Background: an optimization exercise with open tools, aiming at small area, a short achievable clock period and few clock cycles. Do not read the settings as production practice.
Function was checked by simulation only, so behaviour that the tests miss may differ from the original.
Power figures rest on the tool's default switching activity, not on a simulated workload.

## job 1008
// sctp_enc
module sctp_enc (
    input  wire        clk,
    input  wire        rst,
    input  wire        cmd_valid,
    output wire        cmd_ready,
    input  wire [3:0]  cmd_op,
    input  wire [63:0] cmd_arg,
    input  wire [3:0]  cmd_cnt,
    input  wire        cmd_last,
    output wire        out_valid,
    input  wire        out_ready,
    output wire [63:0] out_data,
    output wire [3:0]  out_cnt,
    output wire        out_last,
    output wire        out_fault
);
Settings: LEC_CHECK=0, CAP_MARGIN=20, CORE_MARGIN=2, CORE_UTILIZATION=40, SETUP_SLACK_MARGIN=2.0, SLEW_MARGIN=20; clock period 4.5 ns.
standard.sh (not shown) runs the stock make flow with config.mk's settings and CLKGATE_MAP_FILE= SYNTH_SCRIPT=/design/flow/synth_recipe.tcl, a recipe that flattens the netlist after the stock synthesis.
==> flow/flow/run.sh <==
#!/bin/bash
# Standard ORFS flow, with the ports buffered by buf_1 cells and the clock
# tree built without dummy loads.
export BUFFER_PORTS_ARGS="-buffer_cell sky130_fd_sc_hd__buf_1"
export CTS_ARGS="-sink_clustering_enable -repair_clock_nets -dont_use_dummy_load"
bash standard.sh > standard.log 2>&1
No stage failed in job 1008, and the final checks on the layout all came back clean.
Testbench counts of job 1008, summed over its fixed seeds: cycles 15,241.
#### Input delta (job 2986 over job 1008)
==> flow/flow/run.sh <==
#!/bin/bash
# Standard ORFS flow, with the ports buffered by buf_1 cells.
export BUFFER_PORTS_ARGS="-buffer_cell sky130_fd_sc_hd__buf_1"
bash standard.sh > standard.log 2>&1
--- a/flow/config.mk
+++ b/flow/config.mk
@@ -9,4 +9,4 @@
 export CORE_MARGIN = 2
 export CORE_UTILIZATION = 40
-export SETUP_SLACK_MARGIN = 2.0
+export SETUP_SLACK_MARGIN = 2.8
 export SLEW_MARGIN = 20
Results
The net count of the finished layout in job 1008 is 0.909 times that in job 2986.
Compared to job 1008, job 2986 has post-layout worst setup margin 0.049 ns lower.
Job 2986 ends up with a non-clock buffer count in the final layout that is 144 higher than in job 1008.
In the reports for job 1008 and job 2986, the smaller placed wire-length estimate after detailed placement belongs to job 2986.
Power: job 2986 draws more than job 1008
Max freq job 1008 -> job 2986: degraded
Relative to job 1008, the worst hold slack of job 2986 is higher by 0.010 ns.
Comparing job 1008 and job 2986, the lower global routing met3 resource utilization is on job 1008.
In job 2986, routed wire length on met2 is higher than in job 1008.
Of job 2986 and job 1008, it is job 2986 that has the higher sequential cell power.
Final instance area: job 2986 worse than job 1008
Biggest area consumer among cell classes = multi-input gates: job 2986; biggest area consumer among cell classes = flip-flops and latches: job 1008
[inputs] job 1027 vs job 2986
--- a/flow/config.mk
+++ b/flow/config.mk
@@ -9,4 +9,4 @@
 export CORE_MARGIN = 2
 export CORE_UTILIZATION = 40
-export SETUP_SLACK_MARGIN = 2.8
+export SETUP_SLACK_MARGIN = 2.0
 export SLEW_MARGIN = 20
Findings:
Re worst-skew pair later-pin latency: job 2986 and job 1027 aren't equal, and the lower value belongs to job 1027.
Against job 2986, job 1027 comes in 34 points lower on layout overhead on the synthesized area.
Comparing tightest hold margin for job 2986 and job 1027, the bigger number came from job 2986.
Looking at logic gate share of total power, job 1027 sits 13 points lower than job 2986 does.
Total wire length | job 1027 below job 2986
The faster design of the two is job 1027; job 2986 tops out lower.
From job 2986 to job 1027 the numbers moved as follows: final instance area went down by about 23%; core area comparable.
Max total power after layout across job 2986 and job 1027: job 2986
Per the comparison of job 1027 with job 2986, final cell count fell 7.4%; slack of the critical path rose 0.027 ns.
What job 2794 does differently from job 1027 at the input level:
==> flow/flow/run.sh <==
#!/bin/bash
# Standard ORFS flow, with the ports buffered by buf_1 cells and the clock
# tree built without dummy loads.
export BUFFER_PORTS_ARGS="-buffer_cell sky130_fd_sc_hd__buf_1"
export CTS_ARGS="-sink_clustering_enable -repair_clock_nets -dont_use_dummy_load -sink_clustering_size 28 -sink_clustering_max_diameter 70"
bash standard.sh > standard.log 2>&1
--- outcome ---
Per the final summary, job 2794 finished and its layout is clean on timing, DRC and antenna.
Re clock-buffer cell count: job 1027 and job 2794 aren't equal, and the higher value belongs to job 1027.
The final cell count reported for job 2794 is smaller than that of job 1027 by about 1.5%.
Compared to job 1027, job 2794 has worst hold slack 0.0086 ns higher.
Changes observed in job 2794 relative to job 1027: clock network fraction of design power down 7.6 points; routed wire length down about 0.5%.

========
== v31 ==
The RTL this note starts from:
==> flow/design.v <==
module sctp_enc (
    input  wire        clk,
    input  wire        rst,
    input  wire        cmd_valid,
    output wire        cmd_ready,
    input  wire [3:0]  cmd_op,
    input  wire [63:0] cmd_arg,
    input  wire [3:0]  cmd_cnt,
    input  wire        cmd_last,
    output wire        out_valid,
    input  wire        out_ready,
    output wire [63:0] out_data,
    output wire [3:0]  out_cnt,
    output wire        out_last,
    output wire        out_fault
);
    reg [143:0] A;           
    reg [4:0]   k;           
    reg         last_pend;   
    reg         fault_pend;  
    reg         faulted;     
    reg         ev;          
    reg  [87:0] eS;          
    reg         e_leb;       
    reg  [3:0]  enb;         
    reg         elast;       
    reg         efault;      
    reg         ov;          
    reg         ol;          
    reg         rfree;       
    reg         rtake;       
    reg         rx;          
    reg  [2:0]  off;         
    assign out_valid = ov;
    assign out_last  = ol;
    assign out_cnt   = {!ol | k[3], k[2:0] & {3{ol}}};
    assign out_data  = A[63:0];
    assign out_fault = fault_pend;
    wire take = ov && out_ready;
    wire merge = ev && (rfree || (rtake && out_ready));
    assign cmd_ready = rx || (rtake && out_ready);
    wire accept = cmd_valid && cmd_ready;
    wire [3:0]  op = cmd_op;
    wire [63:0] a  = cmd_arg;
    wire big      = (a[63:4] != 60'd0) || (a[3:0] == 4'hF);    
    wire is_data  = (op == 4'd14);
    wire is_sleb  = (op == 4'd9);
    wire leb_op   = (op == 4'd8) || is_sleb || (op == 4'd13);
    wire is_fix   = !op[3] || (op[3:1] == 3'b101);
    wire bad_short = (op == 4'd12) && (a[7:4] != 4'd0);
    reg [8:0] cu, cs;
    integer m;
    always @(*) begin
        for (m = 0; m < 9; m = m + 1) begin
            cu[m] = |(a >> (7*m + 7));
            cs[m] = a[63] ? !(&(a >> (7*m + 6) | ~({64{1'b1}} >> (7*m + 6))))
                          : |(a >> (7*m + 6));
        end
    end
    wire [8:0] c = is_sleb ? cs : cu;
    reg [3:0] hi;
    always @(*) begin
        if (op == 4'd12 || (op == 4'd13 && !big)) hi = a[3:0];
        else if (op == 4'd13)                     hi = 4'hF;
        else                                      hi = 4'h0;
    end
    reg [87:0] S;
    integer i;
    always @(*) begin
        S[7:0] = is_data ? a[7:0] : {hi, op};
        for (i = 1; i < 9; i = i + 1) begin
            if (leb_op)                S[8*i +: 8] = {c[i-1], a[7*(i-1) +: 7]};
            else if (is_data && i < 8) S[8*i +: 8] = a[8*i +: 8];
            else                       S[8*i +: 8] = a[8*(i-1) +: 8];
        end
        S[79:72] = {c[8], a[62:56]};
        S[87:80] = {1'b0, {6{is_sleb & a[63]}}, a[63]};
    end
    wire leb = !faulted && ((op == 4'd8) || is_sleb || (op == 4'd13 && big));
    reg [3:0] nb;
    always @(*) begin
        if (faulted || bad_short)  nb = 4'd0;
        else if (is_data)          nb = cmd_cnt[3] ? 4'd8 : cmd_cnt;
        else if (is_fix) begin
            case ({op[3], op[2:0]})
                4'b0000, 4'b0001: nb = 4'd2;
                4'b0010, 4'b0011: nb = 4'd3;
                4'b0100, 4'b0101,
                4'b1010:          nb = 4'd5;
                default:          nb = 4'd9;
            endcase
        end else                   nb = 4'd1;
    end
    wire [8:0] ec = {eS[79], eS[71], eS[63], eS[55], eS[47], eS[39], eS[31], eS[23], eS[15]};
    wire [3:0] ecnt = {ec[7], ec[3] & !ec[7], (ec[1] & !ec[3]) | (ec[5] & !ec[7]),
                       (ec[0] & !ec[1]) | (ec[2] & !ec[3]) | (ec[4] & !ec[5]) | (ec[6] & !ec[7]) | ec[8]};
    wire [3:0] en = e_leb ? ecnt + 4'd2 : enb;
    wire [95:0]  sh1 = off[0] ? {eS, eS[7:0]}   : {eS[87:80], eS};
    wire [111:0] sh2 = off[1] ? {sh1, sh1[15:0]} : {sh1[95:80], sh1};
    wire [143:0] sh  = off[2] ? {sh2, sh2[31:0]} : {sh2[111:80], sh2};
    reg [4:0] nk;
    reg       nlp, nev;
    always @(*) begin
        nk  = k;
        nlp = last_pend;
        nev = cmd_ready ? cmd_valid : ev;
        if (merge) begin
            nk  = {2'b00, off} + {1'b0, en};
            nlp = elast;
        end else if (take) begin
            if (ol) begin
                nk  = 5'd0;
                nlp = 1'b0;
            end else begin
                nk  = k - 5'd8;
            end
        end
    end
    wire nle8 = !nk[4] && (!nk[3] || nk[2:0] == 3'd0);
    integer j;
    always @(posedge clk) begin
        for (j = 0; j < 18; j = j + 1) begin
            if (merge && j >= off)
                A[8*j +: 8] <= sh[8*j +: 8];
            else if (take && j < 10)
                A[8*j +: 8] <= A[8*j + 64 +: 8];
        end
        if (merge && elast)
            fault_pend <= efault;
        if (!ev || merge) begin
            eS     <= S;
            e_leb  <= leb;
            enb    <= nb;
            elast  <= cmd_last;
            efault <= faulted || bad_short;
        end
        if (rst) begin
            k         <= 5'd0;
            last_pend <= 1'b0;
            faulted   <= 1'b0;
            ev        <= 1'b0;
            ov        <= 1'b0;
            ol        <= 1'b0;
            rfree     <= 1'b1;
            rtake     <= 1'b0;
            rx        <= 1'b1;
            off       <= 3'd0;
        end else begin
            if (accept)
                faulted <= !cmd_last && (faulted || bad_short);
            ev        <= nev;
            k         <= nk;
            last_pend <= nlp;
            ov        <= nk[4] || nk[3] || nlp;
            ol        <= nlp && nle8;
            rfree     <= !nlp && !nk[4] && !nk[3];
            rtake     <= (!nlp && !nk[4] && nk[3]) || (nlp && nle8);
            rx        <= !nev || (!nlp && !nk[4] && !nk[3]);
            off       <= nlp ? 3'd0 : nk[2:0];
        end
    end
endmodule
==> flow/config.mk <==
export PLATFORM = sky130hd
export DESIGN_NAME = sctp_enc
export DESIGN_NICKNAME = sctp_enc
export VERILOG_FILES = /design/flow/design.v
export SDC_FILE = /design/flow/constraint.sdc
export NUM_CORES = 4
export LEC_CHECK = 0
export CAP_MARGIN = 20
export CORE_MARGIN = 2
export CORE_UTILIZATION = 40
export SETUP_SLACK_MARGIN = 1.7
export SLEW_MARGIN = 20
==> flow/constraint.sdc <==
create_clock -name core_clock -period 4.5 [get_ports {clk}]
set_input_delay 0.9000 -clock core_clock [delete_from_list [all_inputs] [get_ports {clk}]]
set_output_delay 0.9000 -clock core_clock [all_outputs]
set_load 0.01 [all_outputs]
==> flow/flow/run.sh <==
#!/bin/bash
# Standard ORFS flow, with the ports buffered by buf_1 cells and the clock
# tree built without dummy loads.
export BUFFER_PORTS_ARGS="-buffer_cell sky130_fd_sc_hd__buf_1"
export CTS_ARGS="-sink_clustering_enable -repair_clock_nets -dont_use_dummy_load -sink_clustering_size 28 -sink_clustering_max_diameter 70"
bash standard.sh > standard.log 2>&1
Per the final summary, v31 finished and its layout is clean on timing, DRC and antenna.
Testbench counts of v31, summed over its fixed seeds: cycles 15,241.
### v31 -> v29
# v31
export LEC_CHECK = 0
export CAP_MARGIN = 20
export CORE_MARGIN = 2
export CORE_UTILIZATION = 40
export SETUP_SLACK_MARGIN = 1.7
export SLEW_MARGIN = 20
create_clock -name core_clock -period 4.5 [get_ports {clk}]
# v29
export LEC_CHECK = 0
export CAP_MARGIN = 20
export CORE_MARGIN = 2
export CORE_UTILIZATION = 55
export SETUP_SLACK_MARGIN = 1.9
export SLEW_MARGIN = 20
create_clock -name core_clock -period 4.5 [get_ports {clk}]
Notes after the runs:
v29 finished every step from synthesis to the final layout, and the layout passed the timing, design-rule and antenna checks. Summary: with v31 as the reference, wire length of the first global-routing pass in v29 moved down slightly. [compare] base=v31 new=v29: reported combinational group power shows an increase of about 2%, area of the die shows a reduction of about 27%, final routed wire length divided by cell count shows an increase of about 7%, final weighted congestion in routability-driven placement shows an increase of about 10%. | wire length | lower: v29 |. There was hardly any difference in met3 routing resource usage after global routing between v31 and v29. | combinational fraction of design power | v31 vs v29 | ≈ equal |. Looking at fraction of final layout cells with drive strength greater than 1, v29 sits 0.84 points above v31. Compared with v31, v29 shows a higher via count.
### v29 -> v2
# v29
export LEC_CHECK = 0
export CAP_MARGIN = 20
export CORE_MARGIN = 2
export CORE_UTILIZATION = 55
export SETUP_SLACK_MARGIN = 1.9
export SLEW_MARGIN = 20
create_clock -name core_clock -period 4.5 [get_ports {clk}]
# v2
export LEC_CHECK = 0
export CAP_MARGIN = 20
export CORE_MARGIN = 2
export CORE_UTILIZATION = 40
export SETUP_SLACK_MARGIN = 2.1
export SLEW_MARGIN = 20
create_clock -name core_clock -period 4.5 [get_ports {clk}]
--- outcome ---
Summary of v2 over v29: area of the multi-input gates rose 210 um^2, multi-input gate share of total cell area essentially unchanged, count of nets after finishing up 12, wire length on met3 climbed about 5.5%.
diff inputs: v2 => v56
# v2
export LEC_CHECK = 0
export CAP_MARGIN = 20
export CORE_MARGIN = 2
export CORE_UTILIZATION = 40
export SETUP_SLACK_MARGIN = 2.1
export SLEW_MARGIN = 20
create_clock -name core_clock -period 4.5 [get_ports {clk}]
# v56
export LEC_CHECK = 0
export CAP_MARGIN = 20
export CORE_MARGIN = 2
export CORE_UTILIZATION = 40
export GPL_ROUTABILITY_DRIVEN = 0
export SETUP_SLACK_MARGIN = 1.9
export SLEW_MARGIN = 20
create_clock -name core_clock -period 4.5 [get_ports {clk}]
### Flow results
Compared with v2, in v56 pre-CTS setup slack now sits lower, maximum operating frequency now sits lower, final net count now sits lower, number of combinational gates with multiple inputs now sits at about the same level, hold slack now sits higher. Diff v2 -> v56: non-clock buffer instance count of the final layout lost 3.3%, static leakage power lower, final setup slack of the worst path went down by 0.15 ns, met1 track utilization from global routing climbed 0.25 points.

-- separate check: timing with driven ports --
In the flow no input, the clock included, has a driving cell. The finished layouts below were timed again as built, in two steps. Step 1 sets driving cells, clkbuf_16 on the clock port and buf_2 on the other inputs (assumed; they add their load-dependent delay and slew). Step 2 also shifts input and output timing later by t, the mid clock arrival at the registers, as if the neighbouring blocks saw the same clock. Three values: no drivers, after step 1, after step 2; two values: the first two.
run	t, ns	setup slack, ns	hold WS [ns]	worst data-port slew with drivers (ns)	cell pins on the clock port's net
job 1008	0.564	1.975 / 1.975 / 1.511	0.422 / 0.422 / 0.422	0.04	1
job 2986	0.605	1.925 / 1.925 / 1.423	0.433 / 0.433 / 0.433	0.06	1
job 1027	0.577	1.952 / 1.952 / 1.536	0.421 / 0.421 / 0.421	0.04	1
job 2794	0.539	1.979 / 1.979 / 1.515	0.429 / 0.429 / 0.429	0.06	1
v31	0.526	1.853 / 1.854 / 1.354	0.430 / 0.430 / 0.430	0.04	1
v29	0.533	1.932 / 1.932 / 1.463	0.418 / 0.418 / 0.418	0.03	1
v2	0.543	2.022 / 2.022 / 1.595	0.421 / 0.421 / 0.421	0.06	1
v56	0.528	1.876 / 1.904 / 1.375	0.449 / 0.449 / 0.449	0.05	1
After both steps every run listed still meets setup and hold. For job 2986, which loses most, drivers alone change the setup slack by 0.000 ns; drivers and shift together by -0.502 ns.
